What follows belongs to an exercise in optimizing a design on an open flow for small area, a short achievable clock period and few clock cycles; a production flow would make more cautious choices.
Function was checked by simulation only, so behaviour that the tests miss may differ from the original.
Power is estimated from default activity; no workload was simulated.

## framer
module framer (
    input  wire        clk,
    input  wire        rst,         
    input  wire        bus_we,
    input  wire [7:0]  bus_addr,
    input  wire [31:0] bus_wdata,
    output reg  [31:0] bus_rdata,
    output reg  [7:0]  tx_data,
    output wire        tx_last,
    output wire        tx_valid,
    input  wire        tx_ready
);
    localparam [5:0] R_CMD = 6'h00, R_STATUS = 6'h01, R_ERRARG = 6'h02,
                     R_CFG = 6'h03, R_RPM_L = 6'h04, R_RPM_R = 6'h05,
                     R_RXD = 6'h06, R_CKRES = 6'h07, R_M1_RPM = 6'h08,
                     R_M1_STAT = 6'h09, R_M1_POS = 6'h0A, R_M2_RPM = 6'h0B,
                     R_M2_STAT = 6'h0C, R_M2_POS = 6'h0D, R_IO1 = 6'h0E,
                     R_IO2 = 6'h0F, R_IO1_FLAGS = 6'h10, R_M1_ROT_LO = 6'h11,
                     R_M1_ROT_HI = 6'h12, R_M2_ROT_LO = 6'h13,
                     R_M2_ROT_HI = 6'h14;
    localparam [3:0] OP_ENC_INIT = 4'h1, OP_STATUS_POLL = 4'h2,
                     OP_RPM_SET = 4'h3, OP_PARSE = 4'h4, OP_CKSUM = 4'h5;
    localparam [3:0] E_RPM_RANGE = 4'd1, E_UNKNOWN_LAYOUT = 4'd2,
                     E_TRUNCATED = 4'd3, E_CHECKSUM = 4'd4, E_ILLEGAL = 4'd5;
    localparam [1:0] PH_IDLE = 2'd0,   
                     PH_TX   = 2'd1,   
                     PH_RX   = 2'd2,   
                     PH_CHK  = 2'd3;   
    reg  [1:0]  phase;
    reg         cfg_vck, vck;
    reg  [31:0] rpm_l, rpm_r;
    reg         done, err, ign, ckv;
    reg  [3:0]  errcode, lastop;
    reg  [1:0]  layout;
    reg  [15:0] errarg;        
    reg  [7:0]  acc;           
    reg  [4:0]  rxcnt;         
    reg  [3:0]  txidx;
    reg  [15:0] m1_rpm, m2_rpm, io1, io2;
    reg  [7:0]  m1_stat, m2_stat;
    reg  [31:0] m1_pos, m2_pos;
    wire [5:0] widx   = bus_addr[7:2];
    wire       wr_cmd = bus_we && (widx == R_CMD);
    wire       wr_sts = bus_we && (widx == R_STATUS);
    wire       wr_cfg = bus_we && (widx == R_CFG);
    wire       wr_rl  = bus_we && (widx == R_RPM_L);
    wire       wr_rr  = bus_we && (widx == R_RPM_R);
    wire       wr_rxd = bus_we && (widx == R_RXD);
  ...
For scale: roughly 86 I/O pins, about 31000 um^2 of cells after synthesis.
make LEC_CHECK=0 CAP_MARGIN=20 CORE_MARGIN=2 CORE_UTILIZATION=40 SETUP_SLACK_MARGIN=4.0 SLEW_MARGIN=20 finish   # period 10.0 ns
run.sh (not shown) runs the stock make flow with config.mk's settings and CLKGATE_MAP_FILE= SYNTH_SCRIPT=/design/flow/synth_recipe.tcl, a recipe that flattens the netlist after the stock synthesis.
Testbench counts at the start, summed over its fixed seeds: cycles 18,305.
Then changed:
Settings changed: SETUP_SLACK_MARGIN 4.0 to 5.0.
The changed run passed the timing, DRC and antenna checks.
Area after synthesis is unchanged.
Clock-buffer cell count decreases by 2.
Cell area increases by 6.8%.

* * *

build 2:
Another version of the RTL of framer (not shown whole).
Size: ~86 I/O pins, ~30000 um^2 of cells after synthesis.
export LEC_CHECK = 0
export ABC_AREA = 1
export CAP_MARGIN = 20
export CORE_MARGIN = 2
export CORE_UTILIZATION = 40
export CTS_CLUSTER_DIAMETER = 115
export CTS_CLUSTER_SIZE = 26
export SETUP_SLACK_MARGIN = 4.0
export SLEW_MARGIN = 20
create_clock -name core_clock -period 10.0 [get_ports {clk}]
In summary, build 2 completed successfully, with a layout that passed the timing, DRC and antenna checks.
Testbench counts of build 2, summed over its fixed seeds: cycles 18,305.
> inputs changed (build 2 -> build 36)
- CTS_CLUSTER_DIAMETER removed (was 115)
- ABC_AREA removed (was 1)
- CTS_CLUSTER_SIZE removed (was 26)
Notes after the runs:
- Changes observed in build 36 relative to build 2: largest vdd supply drop went up, wire length per cell went up.
- Going from build 2 to build 36, power share of the sequential group decreased 5.4 points; total power consumption of the routed design increased 9.9%; total clock network power increased 84%; simple-gate share of the synthesized area decreased 6.2 points.
- Re register share of the cell area: build 2 was lower than build 36.
- Compared with build 2, build 36 shows clock buffer count in the final layout that has gone up by more than half.
- Setup slack, build 2 and build 36, higher one = build 2.
- Comparing synthesized area for build 2 and build 36, the smaller number came from build 36.
- Global-route usage came out lower on build 36 than on build 2.
For build 86, these inputs were changed with respect to build 36:
- CTS_CLUSTER_SIZE now 28, previously not set
- CTS_CLUSTER_DIAMETER now 125, previously not set
- ABC_AREA now 1, previously not set
[summary]
- Build 86 falls short of build 36 in routed wire length.
- Comparing build 36 and build 86, the higher die area was measured on build 86.
- Comparing the two runs side by side, build 86 comes out ahead of build 36 on time the final worst path needs with I/O delays and setup.
- Comparing build 36 and build 86, clock-buffer cell count is higher on build 36.
> inputs changed (build 86 -> build 81)
- changing SETUP_SLACK_MARGIN from 4.0 to 4.2
- removing CTS_CLUSTER_SIZE (formerly 28)
- removing ABC_AREA (formerly 1)
- removing CTS_CLUSTER_DIAMETER (formerly 125)
==> comparison <==
Taking build 86 as the reference, in build 81 post-synthesis to final-layout area growth went up 4.7 points, wire length fell by 1.2%.
Against build 86, first-pass GRT wire length in build 81 fell slightly.
Build 81 gives less total of fill cells in the finished design than build 86 did.
Power: build 81 draws more than build 86
Between build 86 and build 81, largest net degree at the start of global routing is higher for build 81, build 86 comes in under that.
Looking at critical-path cell with the highest stage delay, the o211ai_1 result is from build 86; the a222oi_1 one comes from build 81.
--- input diff build 81..build 15 ---
- setting ABC_AREA to 1 for the first time
- setting CTS_CLUSTER_SIZE to 24 for the first time
- setting CTS_CLUSTER_DIAMETER to 110 for the first time
- changing SETUP_SLACK_MARGIN from 4.2 to 4.0
Results
- The final layouts of build 15 and build 81 pass the timing, DRC and antenna checks.
- After detailed routing, build 81 needs less wire than build 15.
- Delta (build 15 minus build 81): headroom to the max-slew limit rose 1.6 points, number of multi-input combinational cells in the layout rose 14%, measured slew at the worst slew-check pin fell 0.026 ns, count of TritonRoute iterations in the first routing pass fell 4, count of buffers not belonging to the clock network in the layout fell 29.
- Build 15 against build 81: proportion of synthesized chip area in sequential cells dropped 0.71 points; die area climbed about 1.7%.
- Looking at largest family of logic cells by synthesized area, the compound AO/OA/AOI/OAI gates result is from build 81; the simple AND/OR/NAND/NOR gates one comes from build 15.

* * *

Starting RTL as in the previous note.
clock: 10.0 ns
lec_check: 0
abc_area: 1
cap_margin: 20
core_margin: 2
core_utilization: 40
cts_cluster_diameter: 110
cts_cluster_size: 24
setup_slack_margin: 4.3
slew_margin: 20
Testbench counts at the start, summed over its fixed seeds: cycles 18,305.
Edit:
Settings changed: CTS_CLUSTER_DIAMETER 110 to not set, CTS_CLUSTER_SIZE 24 to not set, SETUP_SLACK_MARGIN 4.3 to 4.0.
Outcome:
- count of clock-buffer cells in the layout rises by 37
- clock skew climbs by 0.011 ns
- wire length fell by 2.6%
- global-route usage barely changes
- critical path depth falls by 5
- area after synthesis is unchanged
- die area does not change

afterwards: timing with drivers on the ports:
No port has a modelled driver above. Below, the same layouts with a new extraction and two added sets of constraints. Step 1 (the two cells are an assumption about what drives the block):
set clk [get_ports {clk}]
set_driving_cell -lib_cell sky130_fd_sc_hd__clkbuf_16 $clk
set_driving_cell -lib_cell sky130_fd_sc_hd__buf_2 [delete_from_list [all_inputs] $clk]
Step 2, shift: input delay + t, output delay - t, t = (earliest + latest rising clock arrival at the registers) / 2. This alone moves slack from input paths to output paths. Three values: ideal ports, drivers, drivers and shift; two values: the first two.
run | shift t [ns] | slack for setup (ns) | worst setup path at the end
the first run of note 1 | 0.685 | 3.984 / 3.959 / 3.959 | input to output
the second run of note 1 | 0.677 | 4.009 / 3.963 / 3.963 | input to output
build 2 | 0.651 | 3.995 / 3.963 / 3.963 | input to output
build 36 | 0.692 | 3.713 / 3.663 / 3.663 | input to output
build 86 | 0.647 | 4.002 / 3.965 / 3.965 | input to output
build 81 | 0.698 | 3.614 / 3.568 / 3.568 | input to output
build 15 | 0.666 | 3.959 / 3.921 / 3.921 | input to output
the first run of note 3 | 0.671 | 4.027 / 3.987 / 3.987 | input to output
the second run of note 3 | 0.694 | 3.940 / 3.913 / 3.913 | input to output
After both steps every run listed still meets setup and hold. The setup slack of build 36, which loses most, moves by -0.050 ns with the drivers and by -0.050 ns with both steps.
